Background: an optimization exercise with open tools, aiming at small area, a short achievable clock period and few clock cycles. Do not read the settings as production practice.
In this exercise RTL edits were held to simulation tests only and were not proved equivalent to the original.
Power and IR drop assume default switching activity. The clock port is modelled as an ideal driver; clocking choices that lean on that would not hold on a real chip.

==> flow/design.v <==
module pix_decoder #(
    parameter W = 8,
    parameter H = 8
) (
    input  wire        clk,
    input  wire        rst,
    input  wire        start,
    input  wire [8:0]  plen,
    input  wire [15:0] ilen,
    output reg         busy,
    input  wire        pal_valid,
    input  wire [23:0] pal_data,
    output reg         pal_ready,
    input  wire        in_valid,
    input  wire [7:0]  in_data,
    output reg         in_ready,
    output reg         pix_valid,
    output reg  [23:0] pix_data,
    input  wire        pix_ready,
    output reg         done,
    output wire        err,
    output wire [7:0]  errcode,
    output wire [3:0]  bpp,
    output wire [8:0]  skipcnt,
    output reg  [19:0] trailbits
);
    localparam NMAX = W * H;
    localparam IW   = (NMAX > 1) ? $clog2(NMAX) : 1;    
    localparam CW   = $clog2(NMAX + 1);                   
    function [3:0] bits_per_pixel;
        input [8:0] n;
        integer k;
        begin
            bits_per_pixel = 4'd1;
            for (k = 1; k <= 8; k = k + 1)
                if (n > (1 << (k - 1)))
                    bits_per_pixel = k[3:0];
        end
    endfunction
    reg           err_r;          
    reg           e_empty;        
    reg           e_bad;          
    reg  [2:0]    b;              
    reg  [CW-1:0] skip;
    reg  [CW-1:0] plen_r;
    reg  [CW-1:0] pal_cnt;        
    reg  [IW-1:0] r;              
    reg  [15:0]   bytes_left;     
    reg           bz;             
    reg           b1;             
    assign err       = err_r;
    assign errcode   = {1'b0, e_bad, e_empty, e_empty, 2'b00, err_r, e_empty};
    assign bpp       = {1'b0, b};
    assign skipcnt   = {{(9-CW){1'b0}}, skip};
    reg  [24*NMAX-1:0] ring;
    reg  [7:0]    bb0, bb1, bb2;
    reg  [1:0]    f;              
    reg  [2:0]    p;              
    reg           hw;             
    reg           wcross;          
    reg  [CW-1:0] ndec;           
    reg           dec_done;       
    reg           qv0, qv1;
    reg  [IW-1:0] qi0, qi1;       
    reg           qb0, qb1;       
    reg  [IW-1:0] selh;           
    wire accept    = start && !busy;
    wire plen_bad  = (plen > NMAX);
    wire plen_zero = (plen == 9'd0);
    wire plen_ok   = !plen_bad && !plen_zero;
    wire take_pal  = pal_valid && pal_ready;
    wire take_byte = in_valid && in_ready;
    wire [15:0] w16   = {bb1, bb0} >> p;
    wire [5:0]  wmask = (6'd1 << b) - 6'd1;
    wire [5:0]  v     = w16[5:0] & wmask;
    wire        v_in  = ({1'b0, v} < plen_r);
    wire produce = busy && !dec_done && !qv1 && (hw || bz);
    wire consume = produce && hw;
    wire pop     = consume && wcross;
    wire push    = take_byte && !dec_done;
    wire nblk    = !hw || !v_in;
    wire [3:0] s_now = {1'b0, p} + {1'b0, b};         
    wire [2:0] p_adv = s_now[2:0];                    
    wire [3:0] s_adv = {1'b0, p_adv} + {1'b0, b};     
    wire [1:0] f_ap  = f - {1'b0, pop};
    wire [1:0] f_n   = f_ap + {1'b0, push};
    wire [3:0] s_n   = consume ? s_adv : s_now;
    wire       hw_n  = f_n[1] || (f_n == 2'd1 && s_n <= 4'd8);
    wire adv_out = !pix_valid || pix_ready;
    wire byp     = !qb0 && ({1'b0, qi0} == pal_cnt) && take_pal;
    wire ready_h = qb0 || ({1'b0, qi0} < pal_cnt) || byp;
    wire deq     = qv0 && ready_h && adv_out;
    wire [23:0] ring_in = take_pal ? ~pal_data : ring[24*NMAX-1 -: 24];
    reg  [23:0] ring_rd;
    integer k;
    always @(*) begin
        ring_rd = 24'h000000;
        for (k = 0; k < NMAX - 1; k = k + 1)
            ring_rd = ring_rd | (~ring[24*k +: 24] & {24{!qb0 && selh == k}});
        ring_rd = ring_rd | (~ring_in & {24{!qb0 && selh == NMAX - 1}});
    end
    wire pix_fin  = dec_done && !qv0 && !qv1 && adv_out;
    wire pal_fin  = (pal_cnt == plen_r) || (take_pal && (pal_cnt + 1'b1 == plen_r));
    wire byte_fin = bz || (b1 && take_byte);
    wire fin      = busy && pix_fin && pal_fin && byte_fin;
    always @(posedge clk)
        ring <= {ring[24*(NMAX-1)-1:0], ring_in};
    always @(posedge clk) begin
        if (rst) begin
            busy      <= 1'b0;
            done      <= 1'b0;
            pal_ready <= 1'b0;
            in_ready  <= 1'b0;
            qv0       <= 1'b0;
            qv1       <= 1'b0;
            pix_valid <= 1'b0;
        end else if (accept) begin
            done      <= !plen_ok;
            busy      <= plen_ok;
            err_r     <= !plen_ok;
            e_empty   <= plen_zero;
            e_bad     <= plen_bad;
            pal_ready <= plen_ok;
            in_ready  <= plen_ok && (ilen != 16'd0);
            begin
                b          <= bits_per_pixel(plen);
                plen_r     <= plen[CW-1:0];
                pal_cnt    <= {CW{1'b0}};
                r          <= {IW{1'b0}};
                bytes_left <= ilen;
                bz         <= (ilen == 16'd0);
                b1         <= (ilen == 16'd1);
                trailbits  <= {ilen, 3'b000};
                skip       <= {CW{1'b0}};
                ndec       <= {CW{1'b0}};
                dec_done   <= 1'b0;
                f          <= 2'd0;
                p          <= 3'd0;
                hw         <= 1'b0;
                wcross      <= 1'b0;
            end
        end else begin
            r <= r + 1'b1;
            if (fin) begin
                busy <= 1'b0;
                done <= 1'b1;
            end
            if (take_pal)
                pal_cnt <= pal_cnt + 1'b1;
            pal_ready <= busy && !fin && (take_pal ? (pal_cnt + 1'b1 < plen_r)
                                                   : (pal_cnt < plen_r && r + 1'b1 == pal_cnt[IW-1:0]));
            if (take_byte) begin
                bytes_left <= bytes_left - 1'b1;
                bz         <= b1;
                b1         <= (bytes_left == 16'd2);
            end
            in_ready <= busy && !fin && !byte_fin &&
                        (dec_done || (produce && ndec == NMAX - 1) || f_n != 2'd3);
            f <= f_n;
            if (push && f_ap == 2'd0) bb0 <= in_data;
            else if (pop)             bb0 <= bb1;
            if (push && f_ap == 2'd1) bb1 <= in_data;
            else if (pop)             bb1 <= bb2;
            if (push && f_ap == 2'd2) bb2 <= in_data;
            hw    <= hw_n;
            wcross <= s_n[3];
            if (produce) begin
                ndec <= ndec + 1'b1;
                if (ndec == NMAX - 1)
                    dec_done <= 1'b1;
            end
            if (consume) begin
                p         <= p_adv;
                trailbits <= trailbits - {17'd0, b};
                if (!v_in)
                    skip <= skip + 1'b1;
            end
            qv1 <= (qv1 || produce && qv0) && !deq;
            qv0 <= qv1 || (qv0 && !deq) || produce;
            if (produce) begin
                qi1 <= v;
                qb1 <= nblk;
            end
            if (deq || !qv0) begin
                if (qv1) begin
                    qi0  <= qi1;
                    qb0  <= qb1;
                    selh <= r - qi1;
                end else begin
                    qi0  <= v;
                    qb0  <= nblk;
                    selh <= r - v;
                end
            end else begin
                selh <= selh + 1'b1;
            end
            if (adv_out)
                pix_valid <= deq;
            if (deq)
                pix_data <= ring_rd;
        end
    end
endmodule
==> flow/flow/run.sh <==
#!/bin/bash
# Layout flow: the standard flow (standard.sh, ORFS on the design's
# SDC and clock period), with timing repair asked to leave more setup slack
# than the 10 ns clock needs, so that the layout reaches a shorter period;
# plain buffers on the ports and no dummy clock-tree loads.
# Each tool's full output goes to standard.log and the ORFS logs.
export SETUP_SLACK_MARGIN=6.4
export BUFFER_PORTS_ARGS="-buffer_cell sky130_fd_sc_hd__buf_2"
export CTS_ARGS="-sink_clustering_enable -repair_clock_nets -dont_use_dummy_load -sink_clustering_size 30 -sink_clustering_max_diameter 100"
bash standard.sh > standard.log 2>&1
==> flow/standard.sh <==
#!/bin/bash
# synth_recipe.tcl (not shown) runs the flow's synth.tcl, then flattens the netlist and writes it again
# the make line also repeats each setting of config.mk as NAME=value (left out here)
make -C /OpenROAD-flow-scripts/flow DESIGN_CONFIG=/design/flow/config.mk WORK_HOME=/design/flow/orfs CLKGATE_MAP_FILE= SYNTH_SCRIPT=/design/flow/synth_recipe.tcl "${@:-finish}"
==> flow/config.mk <==
export PLATFORM = sky130hd
export DESIGN_NAME = pix_decoder
export DESIGN_NICKNAME = pix_decoder
export VERILOG_FILES = /design/flow/design.v
export SDC_FILE = /design/flow/constraint.sdc
export NUM_CORES = 4
export LEC_CHECK = 0
export ABC_CLOCK_PERIOD_IN_PS = 2500
export CAP_MARGIN = 20
export CORE_MARGIN = 2
export CORE_UTILIZATION = 55
export SLEW_MARGIN = 20
==> flow/constraint.sdc <==
create_clock -name core_clock -period 10.0 [get_ports {clk}]
set_input_delay 2.0000 -clock core_clock [delete_from_list [all_inputs] [get_ports {clk}]]
set_output_delay 2.0000 -clock core_clock [all_outputs]
set_load 0.01 [all_outputs]
==> results of run 1 <==
## worst register-to-register path: stages, from the launching register on
cell and delay [ns]:
sky130_fd_sc_hd__edfxtp_1 0.52, sky130_fd_sc_hd__and3b_2 0.52, sky130_fd_sc_hd__nand2_2 0.53, sky130_fd_sc_hd__buf_4 0.58, sky130_fd_sc_hd__o22ai_1 0.14, sky130_fd_sc_hd__or4_1 0.50
sky130_fd_sc_hd__or4_1 0.56
## how the worst max path moves through the flow
stage,slack [ns],endpoint,from,cells after the start
3_5_place_dp,5.35,pix_data[16]$_DFFE_PP_,pal_valid,6
2_1_floorplan,6.40,pix_data[1]$_DFFE_PP_,pal_valid,6
3_3_place_gp,5.43,pix_data[16]$_DFFE_PP_,pal_valid,6
6_report,6.41,pix_data[14]$_DFFE_PP_,selh[4]$_DFFE_PP_,6
5_1_grt,6.40,pix_data[18]$_DFFE_PP_,selh[2]$_DFFE_PP_,8
4_1_cts,6.27,pal_ready,pal_ready$_SDFF_PP0_,1
## cell usage in the layout (no fill, tap or decap), types with 29 or more instances in the layout
| cell | count |
|---|---|
| sky130_fd_sc_hd__nor2_1 | 279 |
| sky130_fd_sc_hd__nor3_1 | 36 |
| sky130_fd_sc_hd__xor2_1 | 29 |
| sky130_fd_sc_hd__o22ai_1 | 726 |
| sky130_fd_sc_hd__buf_4 | 78 |
| sky130_fd_sc_hd__ha_1 | 52 |
| sky130_fd_sc_hd__nand4_1 | 58 |
| sky130_fd_sc_hd__edfxtp_1 | 154 |
| sky130_fd_sc_hd__xnor2_1 | 36 |
| sky130_fd_sc_hd__buf_2 | 126 |
| sky130_fd_sc_hd__clkbuf_16 | 67 |
| sky130_fd_sc_hd__nand2_1 | 61 |
| sky130_fd_sc_hd__o21ai_0 | 32 |
| sky130_fd_sc_hd__or4_1 | 30 |
| sky130_fd_sc_hd__nand2_2 | 51 |
| sky130_fd_sc_hd__nor4_1 | 80 |
| sky130_fd_sc_hd__inv_1 | 44 |
| sky130_fd_sc_hd__nand3_1 | 48 |
| sky130_fd_sc_hd__dfxtp_1 | 1541 |
| sky130_fd_sc_hd__a21oi_1 | 48 |
## power by group through the flow
stage	clock, uW	sequential (uW)	combinational [uW]
after floorplan	0	7080	245
after global placement	0	7090	368
after detailed placement	0	7090	378
after CTS	3190	6940	390
after global routing	3430	6940	435
final	3210	6940	406
## sequential cells by signal, indices dropped and copies added, names as in the netlist, 2 cells and up
signal,cells
trailbits,20
bb1,8
r,6
bytes_left,16
qi1,6
bb0,8
qi0,6
p,3
pal_cnt,7
plen_r,7
skip,7
b,3
ring,1536
bb2,8
f,2
pix_data,24
ndec,7
selh,6
## cells by family after synthesis
kind of cell,share of synthesized area
buffers and inverters,0.01873
AND/OR/NAND/NOR,0.07904
adder cells (fa/ha/maj),0.01530
multiplexers,0.01318
flip-flops,0.7436
XOR/XNOR,0.01192
AO/OA/AOI/OAI,0.1181
other,0.00007852
## layer usage
| metal | vias to the layer above | GRT usage |
|---|---|---|
| met3 | 503 | 0.08811 |
| met2 | 2180 | 0.5645 |
| met4 | 10 | 0.1743 |
| met5 | - | 0 |
| li1 | 13880 | - |
| met1 | 16460 | 0.4917 |
## cell type report
cell class                 count  area [um^2]
sequential                  1697        35520
fill                        6876        34420
multi-input combinational   1831        11740
clock buffer                  67         1677
tap                         1155         1445
timing repair buffer         214         1346
inverter                      49        195.2
antenna                        1        2.502
## through the flow
| step | total power, uW | instance area (um^2) | instances | setup WS (ns) | hold WS, ns |
|---|---|---|---|---|---|
| after floorplan | 7324 | 47860 | 3748 | 6.402 | 0.3224 |
| after global placement | 7460 | 49900 | 4926 | 5.428 | 0.3288 |
| after detailed placement | 7471 | 49900 | 4926 | 5.352 | 0.3337 |
| after CTS | 10520 | 51760 | 5004 | 6.273 | 0.3197 |
| after global routing | 10810 | 51920 | 5013 | 6.400 | 0.3315 |
| final | 10550 | 51930 | 5014 | 6.413 | 0.3230 |
## repair_timing
action                     CTS  global route
cloned                       3             0
pin swaps                    3             1
setup buffers                8             9
setup endpoints to repair   56            46
gates resized for setup     15            21
==> metrics list, run 1 <==
- Outcome: no timing/DRC/antenna violations
- Mean instance size in the synthesized netlist: 12.76 um^2
- Reg-to-reg startpoint: selh[4]$_DFFE_PP_
- The cell family contributing the most delay on the critical path is simple AND/OR/NAND/NOR gates.
* Most common cell on crit path: sky130_fd_sc_hd__or4_1
- The synthesized netlist occupies a cell area of 47760 um^2.
* CTS tree: done
* Number of endpoints failing setup at the final stage: 0
- The floorplan step defined a core boundary enclosing 86350 um^2.
* Max VDD drop: 0.1700 mV
* Clk_skew: 0.07217 ns
* WS Path Type: register to register
* Number of input and output port buffers inserted: 127
- Setup repair after global routing left no endpoint under its margin.
- Max-cap violations in this run came to 0.
* Area added between synthesis and finish: 8.730%
- Standard-cell rows: 108
- For this run, the register share of the synthesized area comes to 0.7436.
- The share of total power dissipated in the clock network is 0.304.
- Number of remaining DRC errors: 0
- Top routing layer in use: met5
- Data required time of the worst path: 10.38 ns
- Hold-critical path endpoint: ring[1062]$_DFF_P_
- The die covers 89200 um^2.
* Pre-antenna DRT Iters: 6
- Worst-case headroom to the max-slew limit: 0.1508
* #FFs+latches synth: 1697
- In the final layout, the share of cells above drive strength 1 is 0.1086.
- In this run the worst hold path is classified as register to register.
- The congestion estimate from routability-driven global placement came to 0.9243.
- Number of hold buffers added after cts: 0
* Routed wire length: 167400 um
- Antenna viol nets, final: 0
* Sequential share of power: 0.657
- Worst path max stage delay: 0.57 ns
- Maximum clock rate: 278.8 MHz
* Internal power component: 8276 uW
* Distinct cell type count after synthesis: 57
- CTS placed an instance of sky130_fd_sc_hd__clkbuf_16 at the clock tree root.
* Arrival time worst endpoint: 3.97 ns
* Logic gate share of total power: 0.038
- Summed over all nets, wire length on met3 after detailed routing comes to 18300 um.
- GR Overflow Total: 0
- Layout Nets: 3979
- CP max-delay cell: sky130_fd_sc_hd__buf_4
- Net switching power: 2272 uW
* Top post-synthesis cells by area: sky130_fd_sc_hd__dfxtp_1, sky130_fd_sc_hd__edfxtp_1, sky130_fd_sc_hd__o22ai_1
* Number of warnings reported in the yosys synthesis log: 1
- Counting every sink on the clock net gives 1697.
* Cell type with the largest total area after synthesis: sky130_fd_sc_hd__dfxtp_1
* Maximum clock insertion buffer count: 3
- In the final routed layout, each cell accounts on average for 33.39 um.
- Counting every instance in the synthesized netlist gives 3743.
- Ports: 134
- Switching fraction of total power: 0.2154
* Total buffers and inverters traversed by the critical path: 1
* Total negative slack: 0 ns
- The worst register-to-register path has a depth of 6.
- Initial DRC count: 4089
* Total length of routed met2 wires: 73890 um
- The number of max-slew violations in the final report was 0.
- For this configuration, the core starts out at a cell density of 0.5531.
- STA classifies the critical path endpoint as a register.
- Measured along the x axis, the die boundary spans 298.7 um.
* Pleak: 0.02026 uW
- Minimum period implied by the final worst setup slack: 3.587 ns
- Dividing the detail-routed via count by the number of cells gives 6.589.
- In this run, synthesis inferred 154 flip-flops with an integrated enable.
* Worst setup SP type: register
- In this run the register-to-register setup slack is 6.41 ns.
- CP Max Fanout: 18
* Instance count along the most critical hold path: 0
- At the end of the flow the core is filled with cells to 0.6014.
* Vias after detailed routing: 33040
- In this run the most critical hold path is launched from ring[1038]$_DFF_P_.
- Clock slew at reported path FFs: 0.11 ns
- Traced cell by cell, the critical path runs through and3b_2 > nand2_2 > buf_4 > o22ai_1 > or4_1 > or4_1.
- In the post-synthesis netlist, the cell with the most instances is sky130_fd_sc_hd__dfxtp_1.
- Of all flip-flops after synthesis, the portion carrying an async set or reset was 0.
- Synth cell count leaders: sky130_fd_sc_hd__dfxtp_1, sky130_fd_sc_hd__o22ai_1, sky130_fd_sc_hd__nor2_1
- M1 WL: 66160 um
* Gr usage total: 0.3671
* Pin count of the biggest net entering global routing: 76
* Num CTS Buffers: 67
- Of the post-synthesis cell area, the dominant cell type holds 0.6468.
- Slew of the pin with the lowest slew margin: 1.269 ns
* Clock insertion delay at the later pin of the skew report: 0.67 ns
- H-tree levels: 3
- Global-route wire length before repair: 234300 um
- The initial antenna violation count was 5.
- RR Endpoint: pix_data[14]$_DFFE_PP_
* Vias in the first global route: 32650
- Flip-flop cell with the highest count after synthesis: sky130_fd_sc_hd__dfxtp_1
- Power per standard cell area: 203.1 nW/um^2
- Dividing the final minimum period by the clock period gives 0.3587.
* Die H: 298.7 um
- Final hold viol count: 0
* Detailed placer's ending HPWL: 97130 um
Testbench counts, summed over its fixed seeds: cycles 31,409.
==> inputs of run 2 (changes only) <==
--- a/flow/flow/run.sh
+++ b/flow/flow/run.sh
@@ -4,7 +4,7 @@
 # than the 10 ns clock needs, so that the layout reaches a shorter period;
 # plain buffers on the ports and no dummy clock-tree loads.
 # Each tool's full output goes to standard.log and the ORFS logs.
-export SETUP_SLACK_MARGIN=6.4
+export SETUP_SLACK_MARGIN=6.7
 export BUFFER_PORTS_ARGS="-buffer_cell sky130_fd_sc_hd__buf_2"
 export CTS_ARGS="-sink_clustering_enable -repair_clock_nets -dont_use_dummy_load -sink_clustering_size 30 -sink_clustering_max_diameter 100"
 bash standard.sh > standard.log 2>&1
--- a/flow/config.mk
+++ b/flow/config.mk
@@ -9,4 +9,5 @@
 export CAP_MARGIN = 20
 export CORE_MARGIN = 2
 export CORE_UTILIZATION = 55
+export PLACE_DENSITY = 0.8
 export SLEW_MARGIN = 20
==> run 2 against run 1 <==
  * Area after synthesis unchanged
  * Setup slack improved by 0.21 ns
  * Highest routed layer unchanged
  * Combinational power rose by 9.4%
  * Worst hold slack worse by 0.036 ns
  * Clock power is essentially flat
  * Die area is the same
  * Via count grew 4.5%
  * Critical path depth decreased by 4
  * Global-route usage down 2.3 points
  * Utilization rose by 1.3 points
  * Fmax is 6.2% higher
==> metrics list, run 2 <==
- Outcome: no timing/DRC/antenna violations
- After synthesis, the share of cell area in mux cells is 0.01318.
- For this configuration, the core starts out at a cell density of 0.5531.
- Die span in x: 298.7 um
- Detailed placer's ending HPWL: 89380 um
- Top-area cell type share of the netlist area: 0.6468
- At the end of routability-driven placement, the weighted congestion stood at 0.9271.
- The first global-routing pass estimated 222600 um of wire.
- Flip-flop cell with the highest count after synthesis: sky130_fd_sc_hd__dfxtp_1
* Pleak: 0.02103 uW
- Along the worst path, the maximum fanout reaches 3.
* Final clock period utilization by the worst path: 0.3379
* Clk_skew: 0.1047 ns
- After layout, the minimum clock period comes to 3.379 ns.
* Ports: 134
* CTS tree: done
- Count of flip-flops with a built-in enable after synthesis: 154
- GR Overflow Total: 0
- Initial DRC count: 6110
- Entering global routing, the biggest net connects 39 pins.
- Clock slew at reported path FFs: 0.12 ns
* Xor/xnor cell area share of the yosys netlist: 0.01192
- Hold-critical path endpoint: ring[356]$_DFF_P_
- Counting instances, the worst hold path has a depth of 0.
- Core outline area: 86350 um^2
- Yosys mapped the design onto 57 distinct sky130hd cell types.
* Max Slew Vio Count: 0
* Max Cap Viol: 0
- Num CTS Buffers: 67
- The worst setup path is captured at a primary output.
- Of all flip-flops after synthesis, the portion carrying an async set or reset was 0.
- IR analysis of the VDD net gives a maximum drop of 0.2123 mV.
* Number of cells produced by synthesis: 3743
- Sequential share of the synthesized area: 0.7436
- Number of warnings reported in the yosys synthesis log: 1
- Synth cell count leaders: sky130_fd_sc_hd__dfxtp_1, sky130_fd_sc_hd__o22ai_1, sky130_fd_sc_hd__nor2_1
* Routed wire length: 159900 um
- For this block, the via count after detailed routing is 34530.
- The initial antenna violation count came to 3.
- After detailed routing, the average wire length per cell comes to 31.52 um.
* Gr usage total: 0.3442
- The largest registers in the layout are ring (1536), pix_data (24), trailbits (20).
* Final core occ: 0.6142
- In the layout the commonest cells are sky130_fd_sc_hd__dfxtp_1, sky130_fd_sc_hd__o22ai_1, sky130_fd_sc_hd__nor2_1.
- Row generation in the floorplan step produced 108 rows.
* Ratio of cells with drive above 1 in the final layout: 0.1291
- The library cell used most frequently in the layout, excluding fill and tap cells, is sky130_fd_sc_hd__dfxtp_1.
- Worst-case headroom to the max-slew limit: 0.3367
- During placement, the flow inserted port buffers numbering 127.
- Worst setup SP type: register
* Mean instance size in the synthesized netlist: 12.76 um^2
- Reg-to-reg startpoint: selh[0]$_DFFE_PP_
- RSZ-0062 raised after global routing: yes
* Overall die area: 89200 um^2
- The completed layout was analyzed and its total power is 10550 uW.
- Setup violations remaining at the end of the flow were counted as 0.
* Register bank with the most flops: ring
- #FFs+latches synth: 1697
- Maximum clock rate: 295.9 MHz
- The number of cells on the worst reg-to-reg path is 8.
* Power per standard cell area: 199.0 nW/um^2
- Die H: 298.7 um
- Clk root buf: sky130_fd_sc_hd__clkbuf_16
- The total count of hold-check failures in the final report came to 0.
- Ranked by total cell area, the synthesized netlist is headed by sky130_fd_sc_hd__dfxtp_1, sky130_fd_sc_hd__edfxtp_1, sky130_fd_sc_hd__o22ai_1.
- The register with the most flip-flops in the layout has 1536 of them.
* Arrival time worst endpoint: 1.38 ns
- Pre-antenna DRT Iters: 9
- In this run the most critical hold path is launched from ring[332]$_DFF_P_.
* Cell type with the largest total area after synthesis: sky130_fd_sc_hd__dfxtp_1
- Vias in the first global route: 33330
- The H-tree generated during clock tree synthesis spans 3 levels.
* Adder-cell share of the synthesized area: 0.01530
* Share of the synthesized area in compound gates (AO/OA/AOI/OAI): 0.1181
- By area, the combinational part of the netlist is dominated by compound AO/OA/AOI/OAI gates.
- Antenna viol nets, final: 0
- RR Endpoint: pix_data[14]$_DFFE_PP_
- Number of hold buffers added after cts: 0
- For the final routed database, the setup TNS stands at 0 ns.
* Number of remaining DRC errors: 0
- No sink is reached through more buffers than the 3 on the longest clock path.
* Slew of the pin with the lowest slew margin: 0.9906 ns
- From synthesis to final layout, the design area changed by 11.04%.
* Layout Nets: 4034
- The setup check on the worst reg-to-reg path leaves a slack of 6.69 ns.
- Data required time of the worst path: 8.00 ns
* Simple-gate share of the synthesized area: 0.07904
- Library cell with the highest instance count after synthesis: sky130_fd_sc_hd__dfxtp_1
- The critical path is of the register to primary output type.
- Clock tree sinks: 1697
* Fill cell count: 6244
- At the later pin of the worst-skew pair, clock insertion delay measures 0.65 ns.
- In this run the cell area of the synthesized design comes to 47760 um^2.
* Kind of path behind the tightest hold check: register to register
- After detailed routing, the number of vias per cell comes to 6.806.
run 2: cell counts after synthesis:
Identical to the previous run, type by type.
run 2: cell type report:
cell class | count | area [um^2] | area share
flip-flops and latches | 1697 | 35520 | 0.6698
multi-input cells | 1833 | 12060 | 0.2274
repair buffers | 267 | 2121 | 0.03999
clock buffers | 67 | 1677 | 0.03162
well taps | 1155 | 1445 | 0.02725
inverters | 49 | 195.2 | 0.003681
diodes | 5 | 12.51 | 0.0002359
run 2: logic make-up after synthesis:
logic type,after synthesis
mux,48
xor+xnor,65
simple gates,763
fa+ha+maj,56
flops,1697
compound gates,890
other cells,1
buf+inv,223
run 2: repair_timing:
action / 4_1_cts / 5_1_grt
buffers inserted: 42 / 33
resized for setup: 56 / 84
pin swaps: 6 / 9
cloned: 10 / 0
setup endpoints to repair: 181 / 103
run 2: through the flow:
stage / cells / hold slack (ns) / cell area, um^2 / setup WS [ns]
3_5_place_dp: 4916 / 0.3302 / 49950 / 5.269
2_1_floorplan: 3748 / 0.3224 / 47990 / 6.461
3_3_place_gp: 4916 / 0.3269 / 49940 / 5.274
4_1_cts: 5035 / 0.2919 / 52420 / 6.613
6_report: 5073 / 0.2873 / 53030 / 6.621
5_1_grt: 5068 / 0.3002 / 53020 / 6.587
run 2: power by group:
| part | total, uW | internal (uW) | switching [uW] |
|---|---|---|---|
| Combinational | 444 | 179 | 265 |
| Clock | 3180 | 1220 | 1960 |
| Sequential | 6930 | 6900 | 29.2 |
run 2: worst max-delay path, cell delays in order (launching register included):
cell and delay [ns]:
sky130_fd_sc_hd__edfxtp_1 0.47, sky130_fd_sc_hd__buf_6 0.15, sky130_fd_sc_hd__buf_6 0.11
run 2: worst max path at each step:
stage,startpoint,end,slack [ns],cells past startpoint
3_5_place_dp,start,pix_data[10]$_DFFE_PP_,5.27,9
3_3_place_gp,start,pix_data[10]$_DFFE_PP_,5.27,9
4_1_cts,skip[6]$_SDFFCE_PP0P_,skipcnt[6],6.61,1
5_1_grt,b[0]$_SDFFCE_PN0P_,bpp[0],6.59,2
2_1_floorplan,pal_valid,pix_data[17]$_DFFE_PP_,6.46,8
6_report,b[0]$_SDFFCE_PN0P_,bpp[0],6.62,2
run 2: metal layers:
metal  up-vias  routed length (um)  global-route usage  part of all wire
li1      14010                   -                   -                 -
met5         -                  18                   0           0.00011
met3       809               25490              0.1197              0.16
met4         4               10660              0.1832             0.067
met2      3262               67570              0.5067              0.42
met1     16440               56140              0.4486              0.35
==> inputs of run 3 (changes only) <==
--- a/flow/config.mk
+++ b/flow/config.mk
@@ -9,5 +9,4 @@
 export CAP_MARGIN = 20
 export CORE_MARGIN = 2
 export CORE_UTILIZATION = 55
-export PLACE_DENSITY = 0.8
 export SLEW_MARGIN = 20
==> run 3 against run 2 <==
  * Largest cell class unchanged
  * Final cell count grew 0.32%
  * Fmax is 0.70% higher
  * Utilization increased by 0.17 points
  * Non-clock buffer count grew 19
  * Via count is 3.0% lower
  * Clock skew shrank 0.048 ns
  * Largest power group unchanged
  * Critical path depth unchanged
  * Area after synthesis unchanged
  * Still clean
  * Highest routed layer unchanged
==> metrics list, run 3 <==
* Outcome: no timing/DRC/antenna violations
- Count of flip-flops with a built-in enable after synthesis: 154
* Top Registers: ring (1536), pix_data (24), trailbits (20)
- The cell sitting at the root of the clock tree is a sky130_fd_sc_hd__clkbuf_16.
- DR vias/cell: 6.584
- Number of endpoints failing setup at the final stage: 0
- Ratio of cells with drive above 1 in the final layout: 0.1336
- Worst setup SP type: register
- Worst-case headroom to the max-slew limit: 0.4260
- Clock tree sinks: 1697
- The top cell types in the final layout, fill and taps aside, are sky130_fd_sc_hd__dfxtp_1, sky130_fd_sc_hd__o22ai_1, sky130_fd_sc_hd__nor2_1.
- Entering global routing, the biggest net connects 54 pins.
- Pleak: 0.02098 uW
- Of all flip-flops after synthesis, the portion carrying an async set or reset was 0.
- Netlist area before placement: 47760 um^2
- Largest register FFs: 1536
* Die H: 298.7 um
- Leaving out fill and tap cells, the most frequent cell in the layout is sky130_fd_sc_hd__dfxtp_1.
* FF/Latch Area: 35520 um^2
- The final route contains 33510 vias.
- The largest total area in the synthesized netlist belongs to sky130_fd_sc_hd__dfxtp_1.
- Clock latency on the worst-skew pair, taken at its later pin, is 0.67 ns.
- For the final database, setup skew stands at 0.05705 ns.
- Clock tree synthesis inserted a total of 66 buffers.
- Effective utilization at floorplan: 0.5531
- Max Cap Viol: 0
* Cell depth of the worst flop-to-flop path: 9
* Logic gate share of total power: 0.043
* Library cell with the highest instance count after synthesis: sky130_fd_sc_hd__dfxtp_1
- For the worst setup path, the data required time is 8.00 ns.
- Ranked by instance count, the synthesized netlist is headed by sky130_fd_sc_hd__dfxtp_1, sky130_fd_sc_hd__o22ai_1, sky130_fd_sc_hd__nor2_1.
- In this run, the number of DRC markers left after iteration 0 of detailed routing was 4230.
- Clock slew at reported path FFs: 0.11 ns
- Sequential share of power: 0.656
* Vias in the first global route: 33030
* Fill cell count: 6745
- After technology mapping, the gate count stands at 3743.
* Maximum clock rate: 298.0 MHz
- The worst setup path is of the register to primary output kind.
* CTS tree: done
- Layout Nets: 4052
- Minimum period implied by the final worst setup slack: 3.356 ns
* Max Slew Vio Count: 0
- Compared with the post-synthesis result, the final layout area differs by 11.34%.
- Reg-to-reg startpoint: selh[0]$_DFFE_PP_
* Switching fraction of total power: 0.2161
- Reg2Reg Setup Slack: 6.70 ns
* Top post-synthesis cells by area: sky130_fd_sc_hd__dfxtp_1, sky130_fd_sc_hd__edfxtp_1, sky130_fd_sc_hd__o22ai_1
- Power spread over the standard cell area amounts to 198.7 nW/um^2.
* Slew of the pin with the lowest slew margin: 0.8591 ns
- Clock share of power: 0.301
* Kind of path behind the tightest hold check: register to register
- #FFs+latches synth: 1697
- For the final routed database, the setup TNS stands at 0 ns.
* Crit end category: primary output
- IR analysis of the VDD net gives a maximum drop of 0.2050 mV.
- For this design the total switching power over the nets is 2284 uW.
- Die span in x: 298.7 um
* GR Overflow Total: 0
- The first global-routing pass estimated 236300 um of wire.
- Across every metal layer, demand over resource in global routing totals 0.3716.
- The H-tree generated during clock tree synthesis spans 3 levels.
* Mean instance size in the synthesized netlist: 12.76 um^2
* Final clock period utilization by the worst path: 0.3356
* Antenna viol nets, final: 0
* Number of input and output port buffers inserted: 127
- Register bank with the most flops: ring
- Pin placement for this block handled 134 I/O pins.
* Flip-flop cell with the highest count after synthesis: sky130_fd_sc_hd__dfxtp_1
- Cell internal power was estimated by the tool at 8282 uW.
- Pre-antenna DRT Iters: 7
* Number of warnings reported in the yosys synthesis log: 1
- The initial antenna violation count came to 3.
* Instance count along the most critical hold path: 0
- STA puts the critical path data arrival time at 1.36 ns.
- Final hold viol count: 0
- Total power for the finished layout comes to 10570 uW.
* Area used by multi-input combinational logic: 12060 um^2
* CP Max Fanout: 3
- The worst register-to-register path ends at pix_data[19]$_DFFE_PP_.
- Hold-critical path endpoint: ring[588]$_DFF_P_
* RePlAce Congestion: 0.9465
- After detailed routing, the number of remaining DRC violations is 0.
- Standard-cell rows: 108
* Final core occ: 0.6158
- DR WL/cell: 33.57 um
- The synthesized netlist contains 57 unique library cells.
* Top-area cell type share of the netlist area: 0.6468
- Setup repair after global routing could not meet its margin everywhere.
* Min-Delay Startpoint: ring[564]$_DFF_P_
- Sequential share of the synthesized area: 0.7436
* Detailed placer's ending HPWL: 96440 um
* Routed wire length: 170800 um
- Maximum clock insertion buffer count: 3
- Overall die area: 89200 um^2
- Core outline area: 86350 um^2
run 3: cell counts after synthesis:
No cell type changed its count.
run 3: worst max-delay path by stage:
stage	start	endpoint	slack [ns]	depth (start not counted)
after global routing	b[0]$_SDFFCE_PN0P_	bpp[0]	6.61	2
after floorplan	pal_valid	pix_data[17]$_DFFE_PP_	6.46	8
after detailed placement	start	skip[5]$_SDFFCE_PP0P_	5.28	5
after CTS	b[0]$_SDFFCE_PN0P_	bpp[0]	6.58	1
after global placement	start	skip[5]$_SDFFCE_PP0P_	5.46	5
final	b[1]$_SDFFCE_PN0P_	bpp[1]	6.64	2
run 3: power by group through the flow:
stage,Combinational (uW),Clock [uW],Sequential [uW]
detailed placement,382,0,7090
global placement,372,0,7090
finish,450,3180,6930
global route,479,3410,6940
CTS,417,3170,6930
floorplan,248,0,7080
run 3: per-layer routing:
layer / up-vias / share of wire / GRT usage
met5: - / 0.000076 / 0
met4: 2 / 0.060 / 0.1951
met3: 601 / 0.11 / 0.09277
met2: 2447 / 0.44 / 0.5756
met1: 16430 / 0.38 / 0.4839
li1: 14030 / - / -
run 3: stage by stage:
step                setup slack (ns)  instance area, um^2  hold slack [ns]  std cells
global route                   6.613                53170           0.3105       5086
global placement               5.460                50030           0.3275       4928
detailed placement             5.281                50040           0.3301       4928
CTS                            6.577                52540           0.3032       5045
floorplan                      6.461                47990           0.3224       3748
finish                         6.644                53170           0.3016       5089
run 3: cells by family after synthesis:
kind of cell,Yosys count,share of synthesized area
compound gates,890,0.1181
xor+xnor,65,0.01192
fa+ha+maj,56,0.01530
buf+inv,223,0.01873
flops,1697,0.7436
mux,48,0.01318
other cells,1,0.00007852
simple gates,763,0.07904
run 3: timing repair:
action                                  4_1_cts  5_1_grt
hold buffers                                  0        0
pin swaps                                     5       11
buffers inserted                             44       40
cloned                                        7        1
resized for setup                            97       78
endpoints found under the setup margin      216       89
run 3: area by class of cell:
| class | count | share of cell area |
|---|---|---|
| Antenna cell | 3 | 0.0001412 |
| Clock buffer | 66 | 0.03106 |
| Inverter | 49 | 0.003741 |
| Multi-Input combinational cell | 1833 | 0.2269 |
| Sequential cell | 1697 | 0.6680 |
| Tap cell | 1155 | 0.02718 |
| Timing Repair Buffer | 286 | 0.04297 |
run 3: worst max-delay path, stage by stage (launching register included):
cell                       delay (ns)
sky130_fd_sc_hd__edfxtp_1        0.42
sky130_fd_sc_hd__buf_8           0.16
sky130_fd_sc_hd__buf_6           0.12

==> afterwards: timing with drivers on the ports <==
In the flow no input, the clock included, has a driving cell. The finished layouts below were timed again as built, in two steps.
Step 1: set_driving_cell puts a clkbuf_16 on clk and a buf_2 on each other input, an assumption about the parent block.
Step 2 adds t to the input delays and takes it off the output delays; t is the mean of the earliest and latest rising clock arrival at the registers after step 1. Input paths then give back, and output paths get back, about the clock's delay inside the block.
Slacks: ideal / step 1 / step 2; pairs: ideal / step 1.
run | t, ns | slack for setup (ns) | worst setup path at the end
run 1 | 0.706 | 6.413 / 6.413 / 5.795 | input to register
run 2 | 0.686 | 6.621 / 6.551 / 5.996 | input to register
run 3 | 0.713 | 6.644 / 6.575 / 6.018 | input to register
After both steps every run listed still meets setup and hold. For run 3, which loses most, drivers alone change the setup slack by -0.069 ns; drivers and shift together by -0.626 ns.
